What follows belongs to an exercise in optimizing a design on an open flow for small area, a short achievable clock period and few clock cycles per item; a production flow would make more cautious choices. Where RTL was checked, it was by simulation tests only, not by an equivalence proof against the original.

Design spu_adpcm_decoder, start of the top module:
module spu_adpcm_decoder (
    input  wire         clk,
    input  wire         rst,           
    input  wire         in_valid,
    output wire         in_ready,
    input  wire [4:0]   in_voice,      
    input  wire [127:0] in_block,      
    output wire         out_valid,
    input  wire         out_ready,
    output wire [15:0]  out_sample,    
    output wire [4:0]   out_voice,
    output wire [4:0]   out_index,     
    output wire [2:0]   out_flags      
);
For scale: about 170 I/O pins, about 46,000 µm² of cells after synthesis.
export LEC_CHECK = 0
export CAP_MARGIN = 20
export CORE_MARGIN = 2
export CORE_UTILIZATION = 40
export SLEW_MARGIN = 20
create_clock -name core_clock -period 14.5 [get_ports {clk}]
standard.sh (not shown) runs the stock make flow with config.mk's settings and CLKGATE_MAP_FILE= SYNTH_SCRIPT=/design/flow/synth_recipe.tcl, a recipe that flattens the netlist after the stock synthesis.
==> flow/flow/run.sh <==
#!/bin/bash
# Standard ORFS layout; timing repair aims for a setup slack of 9 ns on
# the design's own constraints (the period is unchanged).
set -euo pipefail
export SETUP_SLACK_MARGIN=9
bash standard.sh > flow_standard.log 2>&1
The starting point finished clean.
Rerun with:
--- a/flow/design.v
+++ b/flow/design.v
@@ -41,25 +41,25 @@
     reg [111:0] b_nib;
     reg [3:0]   b_shift;
     reg [3:0]   b_filt;               
     reg [2:0]   b_flags;
     reg [4:0]   b_voice;
     reg         bfull;                
     reg         in_ready_r;
     wire in_fire = in_valid && in_ready_r;
     wire [2:0] in_f = in_block[6:4];
     wire [3:0] in_filt = {in_f[2], in_f == 3'd3, in_f == 3'd2, in_f == 3'd1};
     reg         cw;                    
     reg [4:0]   cidx;                  
-    reg [15:0]  craw;                  
+    reg [3:0]   cn;                    
     reg [3:0]   cn2;                   
     reg [3:0]   cshift;
     reg [3:0]   cf;                    
     reg [2:0]   cflags;
     reg [4:0]   curv;                  
     reg         curv_v;
     reg [W-1:0] l0;                    
     reg         out_v;
     reg [W-1:0] out_pred;
     reg [4:0]   out_voice_r;
     reg [4:0]   out_index_r;
     reg [2:0]   out_flags_r;
@@ -84,60 +84,54 @@
     wire f1 = cf[0], f2 = cf[1], f3 = cf[2], f4 = cf[3];
     wire [AW-1:0] rA = ({AW{f1}} & (x0 << 6)) | ({AW{f2 | f3 | f4}} & (x0 << 7));
     wire [AW-1:0] rB = ({AW{f1 | f4}} & ~(x0 << 2)) | ({AW{f2}} & ~(x0 << 3)) | ({AW{f3}} & ~(x0 << 5));
     wire [AW-1:0] rC = ({AW{f2}} & ~(x0 << 2)) | ({AW{f3}} & (x0 << 1)) | ({AW{f4}} & ~(x0 << 1));
     wire [AW-1:0] rD = {AW{f2}} & ~x0;
     wire [2*AW-1:0] s1 = csa(rA, rB, rC);
     wire [2*AW-1:0] s2 = csa(s1[AW-1:0], s1[2*AW-1:AW], rD);
     wire [2*AW-1:0] s3 = csa(s2[AW-1:0], s2[2*AW-1:AW], q);
     wire [AW-1:0]   ax = s3[AW-1:0];
     wire [AW-1:0]   ay = s3[2*AW-1:AW];
     wire [AW-1:0] acc = ax + ay;
     wire          neg = acc[AW-1];
-    wire [AW-1:0] rR  = {{(AW-22){craw[15]}}, craw, 6'd0};
+    wire [15:0]   raw = $signed({cn, 12'd0}) >>> cshift;
+    wire [AW-1:0] rR  = {{(AW-22){raw[15]}}, raw, 6'd0};
     wire [2*AW-1:0] t0s = csa(ax, ay, rR);
     wire [2*AW-1:0] t1s = csa(ax, ay, rR | 63);
     wire [AW-1:0] t0 = t0s[AW-1:0] + t0s[2*AW-1:AW];
     wire [AW-1:0] t1 = t1s[AW-1:0] + t1s[2*AW-1:AW];
     wire [W-1:0]  pred = neg ? t1[W+5:6] : t0[W+5:6];
     wire [W-1:0]  qv  = swp ? fet[HW-1:W] : l0;
     wire [3:0]    qf  = nsr ? b_filt : cf;
     wire [AW-1:0] x1  = {{(AW-W){qv[W-1]}}, qv};
     wire g1 = qf[0], g2 = qf[1], g3 = qf[2], g4 = qf[3];
     wire [AW-1:0] rE = {AW{g2 | g3 | g4}} & ~(x1 << 6);
     wire [AW-1:0] rF = ({AW{g2 | g3}} & (x1 << 3)) | ({AW{g4}} & (x1 << 2));
     wire [AW-1:0] rG = ({AW{g2}} & (x1 << 2)) | ({AW{g3}} & x1);
     wire [AW-1:0] rK = 32 + (g1 ? 1 : 0) + (g2 ? 4 : 0) + (g3 ? 2 : 0) + (g4 ? 3 : 0);
     wire [2*AW-1:0] u1 = csa(rE, rF, rG);
     wire [2*AW-1:0] u2 = csa(u1[AW-1:0], u1[2*AW-1:AW], rK);
     wire [AW-1:0] q_n = u2[AW-1:0] + u2[2*AW-1:AW];
-    function [15:0] rawof;
-        input [3:0] n;
-        input [3:0] sh;
-        begin
-            rawof = $signed({n, 12'd0}) >>> sh;
-        end
-    endfunction
     always @(posedge clk) begin
         if (start) begin
             cidx   <= 5'd0;
-            craw   <= rawof(b_nib[3:0], b_shift);
+            cn     <= b_nib[3:0];
             cn2    <= b_nib[7:4];
             cshift <= b_shift;
             cf     <= b_filt;
             cflags <= b_flags;
             curv   <= b_voice;
         end else if (emit && cidx != 5'd27) begin
             cidx <= cidx + 5'd1;
-            craw <= rawof(cn2, cshift);
+            cn   <= cn2;
             cn2  <= b_next;
         end
         if (adv) begin
             l0 <= swp ? fet[W-1:0] : pred;
             q  <= q_n;
         end
         if (swap && curv_v) begin
             pnd       <= {l0, pred};
             pnd_voice <= curv;
         end
         if (fhit)
             fet <= head_in;
=> The changed run completed with no timing, DRC or antenna violations. Non-clock buffer count goes up by 25. Die area fell by 2.1%. Register-to-register slack is better by 0.03 ns. Utilization rose by 0.14 points. Final area came out lower by 1.6%. Synthesized cell count goes down by 5.8%. Count of clock-buffer cells in the layout came out lower by 5. Hold slack is worse by 0.0068 ns.
Testbench counts after the change, summed over its fixed seeds: cycles 35,880, blocks 1,280.
Only the layout flow was run in the first run of this note; the RTL was not checked for function there.

separate check: timing with driven ports:
The results above use ideal ports. As a check the final layouts listed here were re-extracted and re-timed, cells and wires unchanged. Step 1 (the two cells are an assumption about what drives the block):
set clk [get_ports {clk}]
set_driving_cell -lib_cell sky130_fd_sc_hd__clkbuf_16 $clk
set_driving_cell -lib_cell sky130_fd_sc_hd__buf_2 [delete_from_list [all_inputs] $clk]
Step 2 adds t to the input delays and takes it off the output delays; t is the mean of the earliest and latest rising clock arrival at the registers after step 1. Input paths then give back, and output paths get back, about the clock's delay inside the block. a / b / c = ideal ports / drivers / drivers and shift; a / b = the first two.
| run | t (ns) | slack for setup (ns) | hold slack, ns | worst setup path at the end |
|---|---|---|---|---|
| the first run | 0.805 | 8.255 / 8.255 / 8.255 | 0.308 / 0.308 / 0.308 | register to register |
| the second run | 0.780 | 8.281 / 8.281 / 8.281 | 0.301 / 0.301 / 0.301 | register to register |
After both steps setup and hold are still met in every run listed.
